Background: an optimization exercise with open tools, aiming at small area, a short achievable clock period and few clock cycles per item. Do not read the settings as production practice.
In this exercise RTL edits were held to simulation tests only and were not proved equivalent to the original.
Power is estimated from default activity; no workload was simulated.

==> run Z: inputs <==
## rtp_depkt
module rtp_depkt (
  input  wire        clk,
  input  wire        rst,
  input  wire        in_valid,
  input  wire [7:0]  in_data,
  input  wire        in_last,
  output wire        in_ready,
  input  wire [11:0] sps_w,
  input  wire [11:0] sps_h,
  output reg         fo_valid,
  output reg  [7:0]  fo_data,
  output reg         fo_last,
  output reg         st_valid,
  output reg  [1:0]  st_hdr,
  output reg  [2:0]  st_kind,
  output reg  [3:0]  st_action,
  output reg         st_marker,
  output wire [15:0] st_seq,
  output reg  [6:0]  st_payload_len,
  output wire        st_seq_exp_valid,
  output wire [15:0] st_seq_expected,
  output reg         st_seq_anomaly,
  output reg         st_res_change,
  output reg         st_au_abandoned,
  output reg  [7:0]  st_attempted_len,
  output wire        st_re_state,
  output wire [11:0] st_width,
  output wire [11:0] st_height,
  output wire [31:0] st_anomaly_count
);
Settings: LEC_CHECK=0, CAP_MARGIN=20, CORE_MARGIN=2, CORE_UTILIZATION=40, PLACE_DENSITY=0.6, SETUP_SLACK_MARGIN=5, SLEW_MARGIN=20; clock period 10.0 ns.
run.sh (not shown) runs the stock make flow with config.mk's settings and CLKGATE_MAP_FILE= SYNTH_SCRIPT=/design/flow/synth_recipe.tcl, a recipe that flattens the netlist after the stock synthesis.
==> run A: changes against run Z <==
--- a/flow/design.v
+++ b/flow/design.v
@@ -13,14 +13,14 @@
   output reg         st_valid,
   output reg  [1:0]  st_hdr,
   output reg  [2:0]  st_kind,
   output reg  [3:0]  st_action,
   output reg         st_marker,
-  output wire [15:0] st_seq,
+  output reg  [15:0] st_seq,
   output reg  [6:0]  st_payload_len,
-  output wire        st_seq_exp_valid,
-  output wire [15:0] st_seq_expected,
+  output reg         st_seq_exp_valid,
+  output reg  [15:0] st_seq_expected,
   output reg         st_seq_anomaly,
   output reg         st_res_change,
   output reg         st_au_abandoned,
   output reg  [7:0]  st_attempted_len,
   output wire        st_re_state,
@@ -64,21 +64,19 @@
   reg        p2v;
   reg [2:0]  k2;
   reg [1:0]  h2;
   reg [6:0]  pl2;
   reg        m2, ovf2, big2, resc2, anom2, hres2;
-  reg [7:0]  att2;
+  reg [7:0]  rp6;            
   reg [7:0]  addv2;
-  reg        st_acc;
   reg [7:0]  stg [0:15];
   reg [7:0]  cch [0:23];
   reg [4:0]  sps_len;
   reg [3:0]  pps_len;
   reg        sps_cm, pps_cm;
   reg [11:0] width, height;
   reg        seq_valid;
-  reg        seq_upd;
   reg [15:0] seq_exp;
   reg [31:0] anom_cnt;
   reg [7:0]  au_buf [0:127];
   reg [7:0]  rd;             
   reg [7:0]  au_start;       
@@ -103,13 +101,10 @@
   assign in_ready         = rdy;
   assign st_re_state      = re_state;
   assign st_width         = width;
   assign st_height        = height;
   assign st_anomaly_count = anom_cnt;
-  assign st_seq           = st_acc ? seq : 16'd0;
-  assign st_seq_exp_valid = st_acc & seq_valid;
-  assign st_seq_expected  = (st_acc & seq_valid) ? seq_exp : 16'd0;
   wire [5:0]  pre      = {1'b0, sps_len} + {2'b0, pps_len} + 6'd6;
   wire [7:0]  pre8     = {2'b0, pre};
   wire        cp_done  = (cp_rem == 6'd0);
   wire        acc_hdr  = v_ok & pt_ok;
   wire        at12     = (hi == 7'd12);
@@ -149,25 +144,16 @@
                          ((cp_src[4:3] == 2'b10) & (cp_src1[3:0] == pps_len)) ? 5'd27 : cp_src1;
   wire [3:0]  stg_idx  = hi[3:0] - 4'd12;
   wire        accepted = (pr_hdr == H_ACCEPTED);
   wire [7:0]  plen8    = {1'b0, pr_plen};
   wire [2:0]  kind     = ~accepted ? K_NONE : ~pr_p0 ? K_UNKNOWN : kk;
-  wire [7:0]  len_idr  = 8'd3 + pre8 + plen8;
-  wire [7:0]  len_non  = 8'd3 + plen8;
-  wire [7:0]  len_fus  = (fus_idr ? pre8 : 8'd0) + 8'd2 + plen8;
-  wire [8:0]  len_cont = {1'b0, au_cnt} + {1'b0, plen8} + 9'd1;
-  reg         ovf1;
-  reg  [7:0]  att1;
-  always @(*) begin
-    case (kind)
-      K_IDR:    begin ovf1 = (len_idr > 8'd128);   att1 = len_idr; end
-      K_NONIDR: begin ovf1 = (len_non > 8'd128);   att1 = len_non; end
-      K_FUS:    begin ovf1 = (len_fus > 8'd128);   att1 = len_fus; end
-      K_FUC:    begin ovf1 = (len_cont > 9'd128);  att1 = len_cont[7:0]; end
-      default:  begin ovf1 = 1'b0;                 att1 = plen8; end
-    endcase
-  end
+  wire [7:0]  add_b    = (kind == K_FUC) ? au_cnt :
+                         ((kind == K_IDR) || ((kind == K_FUS) && fus_idr)) ? rp6 : 8'd0;
+  wire [7:0]  add_c    = (kind == K_FUC) ? 8'hfe : (kind == K_FUS) ? 8'hff : 8'h00;
+  wire [7:0]  addv1    = plen8 + add_b + add_c;
+  wire [8:0]  cont_sum = {1'b0, au_cnt} + {1'b0, plen8};
+  wire        ovf1     = (kind == K_FUC) && (cont_sum > 9'd127);
   wire        em_on    = (q_n != 3'd0);
   wire        em_pop   = em_on & em_dat & (em_rem == 7'd1);
   reg         q_push;
   reg  [6:0]  q_cnt;
   reg         n_re, emit, keep, own_keep;
@@ -193,10 +179,11 @@
     pps_cm   <= 1'b0;
     q_push = 1'b0;
     q_cnt  = addv2[6:0];
     cp_fresh <= 1'b0;
     cp_end   <= cp_wptr + {2'd0, cp_rem};
+    rp6      <= pre8;
     if (rst) begin
       rdy       <= 1'b0;
       sv        <= 1'b0;
       hv        <= 1'b0;
       bi        <= 7'd0;
@@ -205,11 +192,10 @@
       sps_len   <= 5'd0;
       pps_len   <= 4'd0;
       width     <= 12'd0;
       height    <= 12'd0;
       seq_valid <= 1'b0;
-      seq_upd   <= 1'b0;
       anom_cnt  <= 32'd0;
       rd        <= 8'd0;
       au_start  <= 8'd0;
       au_cnt    <= 8'd0;
       re_state  <= 1'b0;
@@ -288,15 +274,10 @@
       if (consume) begin
         if (hi == 7'd0) begin
           mode_au  <= 1'b0;
           mode_stg <= 1'b0;
         end
-        if ((hi == 7'd2) && seq_upd) begin
-          seq_upd   <= 1'b0;
-          seq_valid <= 1'b1;
-          seq_exp   <= seq + 16'd1;
-        end
         if (at12) begin
           p0f      <= hd[7:5];
           p0fu     <= (ht == 5'd28);
           mode_stg <= is12_ps;
           mode_au  <= is12_idr | is12_non;
@@ -332,11 +313,11 @@
         if (head_we) begin
           wq_v <= 1'b1;
           wq_a <= hw_addr[6:0];
           wq_d <= hw_data;
           wptr <= hw_addr + 8'd1;
-          wofs <= sel_st ? 8'd1 : sel_cp ? pre8 + 8'd1 : wofs + 8'd1;
+          wofs <= sel_st ? 8'd1 : sel_cp ? rp6 + 8'd1 : wofs + 8'd1;
         end else if (mode_au & ~is13_fu & gt12) begin
           wofs <= wofs + 8'd1;
         end
         if (hl) begin
           pv       <= 1'b1;
@@ -350,33 +331,33 @@
         k2    <= kind;
         h2    <= pr_hdr;
         pl2   <= pr_plen;
         m2    <= mb;
         ovf2  <= ovf1;
-        att2  <= att1;
         big2  <= (kind == K_SPS) ? (pr_plen > 7'd16) : (pr_plen > 7'd8);
         resc2 <= (cap_w != 12'd0) && (cap_h != 12'd0) && (cap_w != width || cap_h != height);
         anom2 <= seq_valid && (seq != seq_exp);
         hres2 <= (width != 12'd0) && (height != 12'd0);
-        addv2 <= (kind == K_FUC) ? au_cnt + plen8 - 8'd2 :
-                 (kind == K_FUS) ? plen8 - 8'd1 + (fus_idr ? pre8 : 8'd0) :
-                 plen8 + ((kind == K_IDR) ? pre8 : 8'd0);
+        addv2 <= addv1;
       end
       if (p2v) begin
         st_valid         <= 1'b1;
-        st_acc           <= (h2 == H_ACCEPTED);
+        st_seq           <= (h2 == H_ACCEPTED) ? seq : 16'd0;
+        st_seq_exp_valid <= (h2 == H_ACCEPTED) & seq_valid;
+        st_seq_expected  <= ((h2 == H_ACCEPTED) & seq_valid) ? seq_exp : 16'd0;
         st_hdr           <= h2;
         st_kind          <= k2;
         st_marker        <= (h2 == H_ACCEPTED) & m2;
         st_payload_len   <= (h2 == H_ACCEPTED) ? pl2 : 7'd0;
         st_seq_anomaly   <= (h2 == H_ACCEPTED) & anom2;
         st_res_change    <= 1'b0;
         st_au_abandoned  <= 1'b0;
         st_attempted_len <= 8'd0;
         st_action        <= A_NONE;
         if (h2 == H_ACCEPTED) begin
-          seq_upd <= 1'b1;
+          seq_valid <= 1'b1;
+          seq_exp   <= seq + 16'd1;
           if (anom2) anom_cnt <= anom_cnt + 32'd1;
         end
         n_re    = re_state;
         n_start = au_start;
         n_sl    = sps_len;
@@ -385,11 +366,11 @@
         keep    = 1'b0;
         case (k2)
           K_SPS: begin
             if (big2) begin
               st_action        <= A_PS_DROPPED;
-              st_attempted_len <= att2;
+              st_attempted_len <= {1'b0, pl2};
             end else begin
               sps_cm    <= 1'b1;
               sps_len   <= pl2[4:0];
               n_sl      = pl2[4:0];
               st_action <= A_CACHED_SPS;
@@ -401,11 +382,11 @@
             end
           end
           K_PPS: begin
             if (big2) begin
               st_action        <= A_PS_DROPPED;
-              st_attempted_len <= att2;
+              st_attempted_len <= {1'b0, pl2};
             end else begin
               pps_cm    <= 1'b1;
               pps_len   <= pl2[3:0];
               n_pl      = pl2[3:0];
               st_action <= A_CACHED_PPS;
@@ -413,42 +394,32 @@
           end
           K_IDR, K_NONIDR: begin
             st_au_abandoned <= re_state;
             n_re            = 1'b0;
             au_cnt          <= 8'd0;
-            if (ovf2) begin
-              st_action        <= A_AU_OVERFLOW;
-              st_attempted_len <= att2;
-            end else if (!hres2) begin
+            if (!hres2) begin
               st_action <= A_NO_RES;
             end else begin
               st_action <= A_EMITTED;
               emit      = 1'b1;
               keep      = 1'b1;
               n_start   = au_start + addv2;
             end
           end
           K_FUS: begin
             st_au_abandoned <= re_state;
-            if (ovf2) begin
-              st_action        <= A_AU_OVERFLOW;
-              st_attempted_len <= att2;
-              n_re             = 1'b0;
-              au_cnt           <= 8'd0;
-            end else begin
-              st_action <= A_AU_STARTED;
-              n_re      = 1'b1;
-              keep      = 1'b1;
-              au_cnt    <= addv2;
-            end
+            st_action       <= A_AU_STARTED;
+            n_re            = 1'b1;
+            keep            = 1'b1;
+            au_cnt          <= addv2;
           end
           K_FUC: begin
             if (!re_state) begin
               st_action <= A_ORPHAN;
             end else if (ovf2) begin
               st_action        <= A_AU_OVERFLOW;
-              st_attempted_len <= att2;
+              st_attempted_len <= addv2 + 8'd3;
               n_re             = 1'b0;
               au_cnt           <= 8'd0;
             end else if (m2 && !hres2) begin
               st_action <= A_NO_RES;
               n_re      = 1'b0;
==> flow/flow/run.sh (new file) <==
#!/bin/bash
set -euo pipefail
bash standard.sh SETUP_SLACK_MARGIN=6.5 finish > standard_flow.log 2>&1
==> flow/standard.sh (new file) <==
#!/bin/bash
# synth_recipe.tcl (not shown) runs the flow's synth.tcl, then flattens the netlist and writes it again
# the make line also repeats each setting of config.mk as NAME=value (left out here)
make -C /OpenROAD-flow-scripts/flow DESIGN_CONFIG=/design/flow/config.mk WORK_HOME=/design/flow/orfs CLKGATE_MAP_FILE= SYNTH_SCRIPT=/design/flow/synth_recipe.tcl "${@:-finish}"
==> flow/config.mk (replaced) <==
export PLATFORM = sky130hd
export DESIGN_NAME = rtp_depkt
export DESIGN_NICKNAME = rtp_depkt
export VERILOG_FILES = /design/flow/design.v
export SDC_FILE = /design/flow/constraint.sdc
export NUM_CORES = 4
export LEC_CHECK = 0
export CAP_MARGIN = 20
export CORE_MARGIN = 2
export CORE_UTILIZATION = 55
export CTS_CLUSTER_DIAMETER = 60
export CTS_CLUSTER_SIZE = 20
export PLACE_DENSITY = 0.72
export SLEW_MARGIN = 20
removed: flow/run.sh
==> run R: changes against run Z <==
--- a/flow/design.v
+++ b/flow/design.v
@@ -13,14 +13,14 @@
   output reg         st_valid,
   output reg  [1:0]  st_hdr,
   output reg  [2:0]  st_kind,
   output reg  [3:0]  st_action,
   output reg         st_marker,
-  output wire [15:0] st_seq,
+  output reg  [15:0] st_seq,
   output reg  [6:0]  st_payload_len,
-  output wire        st_seq_exp_valid,
-  output wire [15:0] st_seq_expected,
+  output reg         st_seq_exp_valid,
+  output reg  [15:0] st_seq_expected,
   output reg         st_seq_anomaly,
   output reg         st_res_change,
   output reg         st_au_abandoned,
   output reg  [7:0]  st_attempted_len,
   output wire        st_re_state,
@@ -66,19 +66,17 @@
   reg [1:0]  h2;
   reg [6:0]  pl2;
   reg        m2, ovf2, big2, resc2, anom2, hres2;
   reg [7:0]  att2;
   reg [7:0]  addv2;
-  reg        st_acc;
   reg [7:0]  stg [0:15];
   reg [7:0]  cch [0:23];
   reg [4:0]  sps_len;
   reg [3:0]  pps_len;
   reg        sps_cm, pps_cm;
   reg [11:0] width, height;
   reg        seq_valid;
-  reg        seq_upd;
   reg [15:0] seq_exp;
   reg [31:0] anom_cnt;
   reg [7:0]  au_buf [0:127];
   reg [7:0]  rd;             
   reg [7:0]  au_start;       
@@ -103,13 +101,10 @@
   assign in_ready         = rdy;
   assign st_re_state      = re_state;
   assign st_width         = width;
   assign st_height        = height;
   assign st_anomaly_count = anom_cnt;
-  assign st_seq           = st_acc ? seq : 16'd0;
-  assign st_seq_exp_valid = st_acc & seq_valid;
-  assign st_seq_expected  = (st_acc & seq_valid) ? seq_exp : 16'd0;
   wire [5:0]  pre      = {1'b0, sps_len} + {2'b0, pps_len} + 6'd6;
   wire [7:0]  pre8     = {2'b0, pre};
   wire        cp_done  = (cp_rem == 6'd0);
   wire        acc_hdr  = v_ok & pt_ok;
   wire        at12     = (hi == 7'd12);
@@ -205,11 +200,10 @@
       sps_len   <= 5'd0;
       pps_len   <= 4'd0;
       width     <= 12'd0;
       height    <= 12'd0;
       seq_valid <= 1'b0;
-      seq_upd   <= 1'b0;
       anom_cnt  <= 32'd0;
       rd        <= 8'd0;
       au_start  <= 8'd0;
       au_cnt    <= 8'd0;
       re_state  <= 1'b0;
@@ -288,15 +282,10 @@
       if (consume) begin
         if (hi == 7'd0) begin
           mode_au  <= 1'b0;
           mode_stg <= 1'b0;
         end
-        if ((hi == 7'd2) && seq_upd) begin
-          seq_upd   <= 1'b0;
-          seq_valid <= 1'b1;
-          seq_exp   <= seq + 16'd1;
-        end
         if (at12) begin
           p0f      <= hd[7:5];
           p0fu     <= (ht == 5'd28);
           mode_stg <= is12_ps;
           mode_au  <= is12_idr | is12_non;
@@ -361,22 +350,25 @@
                  (kind == K_FUS) ? plen8 - 8'd1 + (fus_idr ? pre8 : 8'd0) :
                  plen8 + ((kind == K_IDR) ? pre8 : 8'd0);
       end
       if (p2v) begin
         st_valid         <= 1'b1;
-        st_acc           <= (h2 == H_ACCEPTED);
+        st_seq           <= (h2 == H_ACCEPTED) ? seq : 16'd0;
+        st_seq_exp_valid <= (h2 == H_ACCEPTED) & seq_valid;
+        st_seq_expected  <= ((h2 == H_ACCEPTED) & seq_valid) ? seq_exp : 16'd0;
         st_hdr           <= h2;
         st_kind          <= k2;
         st_marker        <= (h2 == H_ACCEPTED) & m2;
         st_payload_len   <= (h2 == H_ACCEPTED) ? pl2 : 7'd0;
         st_seq_anomaly   <= (h2 == H_ACCEPTED) & anom2;
         st_res_change    <= 1'b0;
         st_au_abandoned  <= 1'b0;
         st_attempted_len <= 8'd0;
         st_action        <= A_NONE;
         if (h2 == H_ACCEPTED) begin
-          seq_upd <= 1'b1;
+          seq_valid <= 1'b1;
+          seq_exp   <= seq + 16'd1;
           if (anom2) anom_cnt <= anom_cnt + 32'd1;
         end
         n_re    = re_state;
         n_start = au_start;
         n_sl    = sps_len;
==> flow/flow/run.sh (new file) <==
#!/bin/bash
set -euo pipefail
bash standard.sh SETUP_SLACK_MARGIN=7 finish > standard_flow.log 2>&1
==> flow/standard.sh (new file) <==
#!/bin/bash
# synth_recipe.tcl (not shown) runs the flow's synth.tcl, then flattens the netlist and writes it again
# the make line also repeats each setting of config.mk as NAME=value (left out here)
make -C /OpenROAD-flow-scripts/flow DESIGN_CONFIG=/design/flow/config.mk WORK_HOME=/design/flow/orfs CLKGATE_MAP_FILE= SYNTH_SCRIPT=/design/flow/synth_recipe.tcl "${@:-finish}"
--- a/flow/config.mk
+++ b/flow/config.mk
@@ -7,7 +7,6 @@
 export LEC_CHECK = 0
 export CAP_MARGIN = 20
 export CORE_MARGIN = 2
 export CORE_UTILIZATION = 40
 export PLACE_DENSITY = 0.6
-export SETUP_SLACK_MARGIN = 5
 export SLEW_MARGIN = 20
removed: flow/run.sh
==> comparison table <==
| quantity | run A | run R | run Z |
|---|---|---|---|
| Die boundary width | 367 um | 435 um | 432 um |
| Average via count per standard cell | 6.19 | 5.58 | 5.55 |
| Routability congestion estimate | 0.867 | 0.852 | 0.844 |
| Achievable frequency | 288 MHz | 275 MHz | 224 MHz |
| Num sequential | 1,789 | 1,791 | 1,760 |
| Met2 wirelength from detailed routing | 83,900 um | 98,600 um | 85,500 um |
| FP Rows | 133 | 158 | 157 |
| Number of ordinary and repair buffers in the finished layout | 297 | 537 | 244 |
| Routed WL per cell | 26.7 um | 26.6 um | 24.9 um |
| Largest fanout of any net on the critical path | 1 | 3 | 7 |
| Classification of the worst setup path | flip-flop to primary output | flip-flop to flip-flop | flip-flop to flip-flop |
| PD cells | 181 nW/um2 | 185 nW/um2 | 189 nW/um2 |
| Result of the run | no timing/DRC/antenna violations | no timing/DRC/antenna violations | no timing/DRC/antenna violations |
| Data required time at the worst endpoint | 8.00 ns | 10.55 ns | 10.54 ns |
| Syn Std Cell Area | 72,400 um2 | 74,300 um2 | 73,200 um2 |
| Final Instance Count excl. Fillers | 6,317 | 7,614 | 7,130 |
| Type of destination of the critical path | primary output | flip-flop | flip-flop |
| Power Internal | 0.0113 W | 0.0129 W | 0.0123 W |
| End point of the worst hold path | cch[12][2] | cch[8][4] | cch[9][4] |
| Sequential area share after synthesis | 71.8% | 70.1% | 69.8% |
| Leakage Power | 26.2 nW | 29.8 nW | 26.7 nW |
| Routed length on met1 | 67,700 um | 85,100 um | 76,900 um |
| Top metal layer carrying routed signals | met4 | met5 | met5 |
| Mux share of post-synthesis cell area | 11.7% | 11.6% | 11.5% |
| Height of the die | 367 um | 435 um | 432 um |
Testbench counts of run Z, summed over its fixed seeds: cycles 76,713, datagrams 2,400.
Testbench counts of run A, summed over its fixed seeds: cycles 76,713, datagrams 2,400.
Testbench counts of run R, summed over its fixed seeds: cycles 76,713, datagrams 2,400.

==> afterwards: timing with drivers on the ports <==
No port has a modelled driver above. Below, the same layouts with a new extraction and two added sets of constraints.
Step 1 assumes that a clkbuf_16 drives the clock port and a buf_2 every other input.
Step 2 moves the port delays by t, midway between the first and last clock arrival at a register: inputs arrive t later, outputs are due t later. That takes back most of the time a late clock gives input paths.
Slacks: ideal / step 1 / step 2; pairs: ideal / step 1.
run | t (ns) | slack for setup (ns) | worst setup path at the end | worst data-port slew with drivers (ns)
run Z | 0.881 | 5.532 / 5.463 / 5.430 | input to register | 0.07
run A | 0.838 | 6.530 / 6.454 / 5.883 | input to register | 0.09
run R | 0.889 | 6.365 / 6.341 / 6.188 | input to register | 0.09
After both steps every run listed still meets setup and hold. For run A, which loses most, drivers alone change the setup slack by -0.076 ns; drivers and shift together by -0.647 ns.
